Background: an optimization exercise with open tools, aiming at small area, a short achievable clock period and few clock cycles. Do not read the settings as production practice. Power figures rest on the tool's default switching activity, not on a simulated workload.

==> flow/design.v <==
module cinepak_yuv_pixel (
    input  wire [7:0]  y,
    input  wire [7:0]  u,       
    input  wire [7:0]  v,       
    input  wire [8:0]  nw,      
    input  wire [3:0]  f,
    output wire [23:0] pix
);
    wire [9:0] ys = {2'b00, y};
    wire [9:0] v2 = {v[7], v, 1'b0};
    wire [9:0] u2 = {u[7], u, 1'b0};
    wire [9:0] r_sum, g_sum, b_sum;
    cinepak_add10 u_ar (.a(ys),   .b(v2),                 .ci(1'b0), .s(r_sum));
    cinepak_add10 u_ab (.a(ys),   .b(u2),                 .ci(1'b0), .s(b_sum));
    cinepak_add10 u_ag (.a(ys),   .b({nw[8], nw}),        .ci(1'b1), .s(g_sum));
    wire [7:0] r = r_sum[9] ? 8'd0 : (r_sum[8] ? 8'd255 : r_sum[7:0]);
    wire [7:0] g = g_sum[9] ? 8'd0 : (g_sum[8] ? 8'd255 : g_sum[7:0]);
    wire [7:0] b = b_sum[9] ? 8'd0 : (b_sum[8] ? 8'd255 : b_sum[7:0]);
    assign pix = ({24{f[0]}} & {8'd0, r[7:3], g[7:2], b[7:3]})
               | ({24{f[1]}} & {10'd0, r[7:3], g[7:3], b[7:4]})
               | ({24{f[2]}} & {r, g, b})
               | ({24{f[3]}} & {16'd0, y});
endmodule
module cinepak_add10 (
    input  wire [9:0] a,
    input  wire [9:0] b,
    input  wire       ci,
    output wire [9:0] s
);
    wire [9:0] g = a & b;
    wire [9:0] p = a ^ b;
    wire [9:0] gl [0:4];
    wire [9:0] pl [0:4];
    assign gl[0] = {g[9:1], g[0] | (p[0] & ci)};
    assign pl[0] = p;
    genvar k, i;
    generate
        for (k = 0; k < 4; k = k + 1) begin : lvl
            for (i = 0; i < 10; i = i + 1) begin : bit_
                if ((i >> k) & 1) begin : merge
                    assign gl[k+1][i] = gl[k][i] | (pl[k][i] & gl[k][((i >> k) << k) - 1]);
                    assign pl[k+1][i] = pl[k][i] & pl[k][((i >> k) << k) - 1];
                end else begin : pass
                    assign gl[k+1][i] = gl[k][i];
                    assign pl[k+1][i] = pl[k][i];
                end
            end
        end
    endgenerate
    assign s = p ^ {gl[4][8:0], ci};
endmodule
module cinepak_cb_loader (
    input  wire        clk,
    input  wire        rst,
    input  wire        in_valid,
    output wire        in_ready,
    input  wire [7:0]  in_data,
    input  wire [1:0]  fmt,
    output reg         out_valid,
    input  wire        out_ready,
    output reg         out_v1,
    output reg  [7:0]  out_index,
    output reg  [95:0] out_pix
);
    localparam M_HDR  = 2'd0;    
    localparam M_CB   = 2'd1;    
    localparam M_SKIP = 2'd2;    
    reg  [1:0]  mode;
    reg  [1:0]  hcnt;             
    reg  [23:0] rem;              
    reg         cb_is;            
    reg         cb_sparse;
    reg         cb_v1;
    reg         cb_short;
    reg  [1:0]  cb_fmt;
    reg  [2:0]  fcnt;             
    reg         is_ent;           
    reg  [31:0] mask;             
    reg  [3:0]  grp;              
    reg  [7:0]  cur_idx;          
    reg  [7:0]  q0, q1, q2, q3;
    reg  [2:0]  qn;               
    reg  [7:0]  su, sv;
    reg  [8:0]  nw;               
    reg  [3:0]  conv_f;           
    reg  [2:0]  rdy;              
    reg  [1:0]  pc;               
    reg         in_rdy;
    assign in_ready = in_rdy;
    wire take = in_valid && in_rdy;
    reg  last;                    
    reg  fits4;                   
    reg  fits6;                   
    wire fitsn = cb_short ? fits4 : fits6;
    wire rem_hi0 = (rem[23:8] == 16'd0);
    reg  [23:0] rem_dec;
    integer d;
    always @* begin
        for (d = 0; d < 24; d = d + 1)
            rem_dec[d] = rem[d] ^ ((rem & ((24'd1 << d) - 24'd1)) == 24'd0);
    end
    wire        mask_zero = (mask == 32'd0);
    wire        done      = mask_zero && grp[3];
    wire        need_flag = mask_zero && cb_sparse;
    wire [31:0] m_eff     = mask_zero ? 32'hffffffff : mask;
    reg  [4:0] lead;
    integer l;
    always @* begin
        lead = 5'd0;
        for (l = 0; l < 32; l = l + 1)
            if (m_eff[l]) lead = 31 - l;
    end
    wire [2:0] grp_m1   = grp[2:0] - 3'd1;
    wire [7:0] next_idx = {(mask_zero ? grp[2:0] : grp_m1), lead};
    wire in_cb    = (mode == M_CB);
    wire fs       = in_cb && (fcnt == 3'd0);
    wire fs_ent   = fs && !done && !need_flag && fitsn;
    wire fs_flag  = fs && !done && need_flag && fits4;
    wire fs_skip  = fs && !fs_ent && !fs_flag;
    wire mid_ent  = in_cb && (fcnt != 3'd0) && is_ent;
    wire mid_flag = in_cb && (fcnt != 3'd0) && !is_ent;
    wire ent_end  = mid_ent && (fcnt == (cb_short ? 3'd3 : 3'd5));
    wire y_byte   = fs_ent || (mid_ent && !fcnt[2]);
    wire no_pay = rem_hi0 && (in_data <= 8'd4);
    wire out_free = !out_valid || out_ready;
    wire conv     = (rdy != 3'd0) && ((pc != 2'd0) || out_free);
    wire y_in     = take && y_byte;
    wire y_rdy    = y_in && cb_short;
    wire ent_in   = take && !cb_short && ent_end;
    wire [2:0] rdy_n = ent_in ? 3'd4 : rdy - {2'd0, conv} + {2'd0, y_rdy};
    wire [2:0] qn_n  = qn - {2'd0, conv} + {2'd0, y_in};
    wire [1:0] pc_n  = pc + {1'b0, conv};
    wire out_valid_n = (out_valid && !out_ready) || (conv && pc == 2'd3);
    wire [2:0] wp    = qn - {2'd0, conv};
    wire full_n   = (qn == 3'd4) ? (conv == y_in) : (qn == 3'd3 && y_in && !conv);
    wire rdy_nz_n = ent_in || y_rdy || rdy[2] || rdy[1] || (rdy[0] && !conv);
    wire pc0_n    = conv ? (pc == 2'd3) : (pc == 2'd0);
    always @(posedge clk) begin
        if (rst) begin
            mode   <= M_HDR;
            hcnt   <= 2'd0;
            fcnt   <= 3'd0;
            rdy    <= 3'd0;
            qn     <= 3'd0;
            pc     <= 2'd0;
            in_rdy <= 1'b1;
            out_valid <= 1'b0;
        end else begin
            rdy    <= rdy_n;
            qn     <= qn_n;
            pc     <= pc_n;
            out_valid <= out_valid_n;
            in_rdy <= !(full_n && rdy_nz_n && pc0_n && out_valid_n);
            if (take) begin
                case (mode)
                M_HDR: begin
                    hcnt <= hcnt + 2'd1;
                    if (hcnt == 2'd3) begin
                        fcnt <= 3'd0;
                        if (no_pay)
                            mode <= M_HDR;
                        else if (cb_is)
                            mode <= M_CB;
                        else
                            mode <= M_SKIP;
                    end
                end
                default: begin
                    if (last) begin
                        mode <= M_HDR;
                        hcnt <= 2'd0;
                    end else if (fs_skip) begin
                        mode <= M_SKIP;
                    end
                    if (fs_flag || fs_ent)
                        fcnt <= 3'd1;
                    if (mid_flag || mid_ent)
                        fcnt <= ((mid_flag && fcnt == 3'd3) || ent_end) ? 3'd0 : fcnt + 3'd1;
                end
                endcase
            end
        end
    end
    always @(posedge clk) begin
        if (take && mode == M_HDR && hcnt == 2'd3) begin
            grp  <= 4'd0;
            mask <= 32'd0;
        end
        if (take && mode != M_HDR) begin
            rem   <= rem_dec;
            last  <= (rem == 24'd6);
            fits4 <= !rem_hi0 || (rem[7:0] >= 8'd9);
            fits6 <= !rem_hi0 || (rem[7:0] >= 8'd11);
        end
        if (take && mode == M_HDR && hcnt == 2'd3) begin
            last  <= rem_hi0 && (in_data == 8'd5);
            fits4 <= !rem_hi0 || (in_data >= 8'd8);
            fits6 <= !rem_hi0 || (in_data >= 8'd10);
        end
        if (take && fs_flag) begin
            mask[31:24] <= in_data;
            grp    <= grp + 4'd1;
            is_ent <= 1'b0;
        end
        if (take && fs_ent) begin
            if (mask_zero) begin
                mask <= 32'hffffffff;
                grp  <= grp + 4'd1;
            end
            cur_idx <= next_idx;
            conv_f  <= 4'b0001 << cb_fmt;
            is_ent  <= 1'b1;
            if (cb_short) begin
                su <= 8'd0;
                sv <= 8'd0;
                nw <= 9'h1ff;
            end
        end
        if (in_rdy) begin
            if (mode == M_HDR) begin
                case (hcnt)
                    2'd0: begin
                        cb_is     <= (in_data[7:3] == 5'b00100);
                        cb_sparse <= in_data[0];
                        cb_v1     <= in_data[1];
                        cb_short  <= in_data[2];
                        cb_fmt    <= fmt;
                    end
                    2'd1: rem[23:16] <= in_data;
                    2'd2: rem[15:8]  <= in_data;
                    default: rem[7:0] <= in_data;
                endcase
            end
            if (mid_ent) begin
                if (fcnt == 3'd4) su <= in_data;
                if (fcnt == 3'd5) begin
                    sv <= in_data;
                    nw <= ~({su[7], su[7], su[7:1]} + {in_data[7], in_data});
                end
                if (fcnt == 3'd1)
                    mask[~cur_idx[4:0]] <= 1'b0;
            end
            if (mid_flag) begin
                case (fcnt)
                    3'd1: mask[23:16] <= in_data;
                    3'd2: mask[15:8]  <= in_data;
                    default: mask[7:0] <= in_data;
                endcase
            end
        end
    end
    wire wr = in_rdy && y_byte;
    always @(posedge clk) begin
        if (conv) begin
            q0 <= q1;
            q1 <= q2;
            q2 <= q3;
        end
        if (wr) begin
            case (wp[1:0])
                2'd0: q0 <= in_data;
                2'd1: q1 <= in_data;
                2'd2: q2 <= in_data;
                default: q3 <= in_data;
            endcase
        end
    end
    wire [23:0] pix;
    cinepak_yuv_pixel u_pix (.y(q0), .u(su), .v(sv), .nw(nw), .f(conv_f), .pix(pix));
    always @(posedge clk) begin
        if (conv) begin
            case (pc)
                2'd0: begin
                    out_pix[23:0] <= pix;
                    out_v1        <= cb_v1;
                    out_index     <= cur_idx;
                end
                2'd1: out_pix[47:24] <= pix;
                2'd2: out_pix[71:48] <= pix;
                default: out_pix[95:72] <= pix;
            endcase
        end
    end
endmodule
Settings: LEC_CHECK=0, CAP_MARGIN=20, CORE_MARGIN=2, CORE_UTILIZATION=40, PLACE_DENSITY=0.6, SETUP_SLACK_MARGIN=3, SLEW_MARGIN=20, TNS_END_PERCENT=0; clock period 5.0 ns.
standard.sh (not shown) runs the stock make flow with config.mk's settings and CLKGATE_MAP_FILE= SYNTH_SCRIPT=/design/flow/synth_recipe.tcl, a recipe that flattens the netlist after the stock synthesis.
==> flow/flow/run.sh <==
#!/bin/bash
# Standard ORFS layout, with small port buffers instead of delay cells and
# free cell sizing during timing repair.
bash standard.sh BUFFER_PORTS_ARGS="-buffer_cell sky130_fd_sc_hd__buf_2" MATCH_CELL_FOOTPRINT=0 finish > standard.log 2>&1
Edit:
--- a/flow/design.v
+++ b/flow/design.v
@@ -100,5 +100,5 @@
             rem_dec[d] = rem[d] ^ ((rem & ((24'd1 << d) - 24'd1)) == 24'd0);
     end
-    wire        mask_zero = (mask == 32'd0);
+    reg         mask_zero;
     wire        done      = mask_zero && grp[3];
     wire        need_flag = mask_zero && cb_sparse;
@@ -128,9 +128,16 @@
     wire y_rdy    = y_in && cb_short;
     wire ent_in   = take && !cb_short && ent_end;
-    wire [2:0] rdy_n = ent_in ? 3'd4 : rdy - {2'd0, conv} + {2'd0, y_rdy};
-    wire [2:0] qn_n  = qn - {2'd0, conv} + {2'd0, y_in};
+    wire [2:0] rdy_up = rdy + 3'd1;
+    wire [2:0] rdy_dn = rdy - 3'd1;
+    wire [2:0] qn_up  = qn + 3'd1;
+    wire [2:0] qn_dn  = qn - 3'd1;
+    wire [2:0] rdy_n = ent_in ? 3'd4 :
+                       (y_rdy && !conv) ? rdy_up :
+                       (!y_rdy && conv) ? rdy_dn : rdy;
+    wire [2:0] qn_n  = (y_in && !conv) ? qn_up :
+                       (!y_in && conv) ? qn_dn : qn;
     wire [1:0] pc_n  = pc + {1'b0, conv};
     wire out_valid_n = (out_valid && !out_ready) || (conv && pc == 2'd3);
-    wire [2:0] wp    = qn - {2'd0, conv};
+    wire [2:0] wp    = conv ? qn_dn : qn;
     wire full_n   = (qn == 3'd4) ? (conv == y_in) : (qn == 3'd3 && y_in && !conv);
     wire rdy_nz_n = ent_in || y_rdy || rdy[2] || rdy[1] || (rdy[0] && !conv);
@@ -183,4 +190,10 @@
     end
     always @(posedge clk) begin
+        if (take && mode == M_HDR && hcnt == 2'd3)
+            mask_zero <= 1'b1;
+        else if (in_rdy && mid_flag && fcnt == 3'd3)
+            mask_zero <= (mask[31:8] == 24'd0) && (in_data == 8'd0);
+        else
+            mask_zero <= (mask == 32'd0);
         if (take && mode == M_HDR && hcnt == 2'd3) begin
             grp  <= 4'd0;
The changed run finished clean. Via count increases by a few percent. Die area increases by a few percent. Routed wire length came out higher by a few percent. Sequential power is about the same. Total power fell slightly. Critical path depth falls by 10. Worst setup slack gets better by 0.15 ns.
No functional check of the RTL was part of any run of this note.

separate check: timing with driven ports:
How much do the figures lean on ideal ports? The routed layouts below were timed once more, with nothing changed but the port constraints. Step 1, drivers: a clkbuf_16 drives clk and a buf_2 each remaining input, both assumed. Step 2 times the ports against the registers' clock, not the clock port: input delays grow and output delays shrink by t, the midpoint of the rising clock arrivals with the driver on. a / b / c = ideal ports / drivers / drivers and shift; a / b = the first two.
| run | t, ns | slack for setup (ns) | clock arrival spread, ns | worst data-port slew with drivers (ns) |
|---|---|---|---|---|
| the first run | 0.597 | 2.054 / 2.054 / 1.675 | 0.015 / 0.015 | 0.06 |
| the second run | 0.607 | 2.205 / 2.205 / 1.780 | 0.007 / 0.007 | 0.05 |
After both steps every run listed still meets setup and hold. For the second run, which loses most, drivers alone change the setup slack by 0.000 ns; drivers and shift together by -0.425 ns.
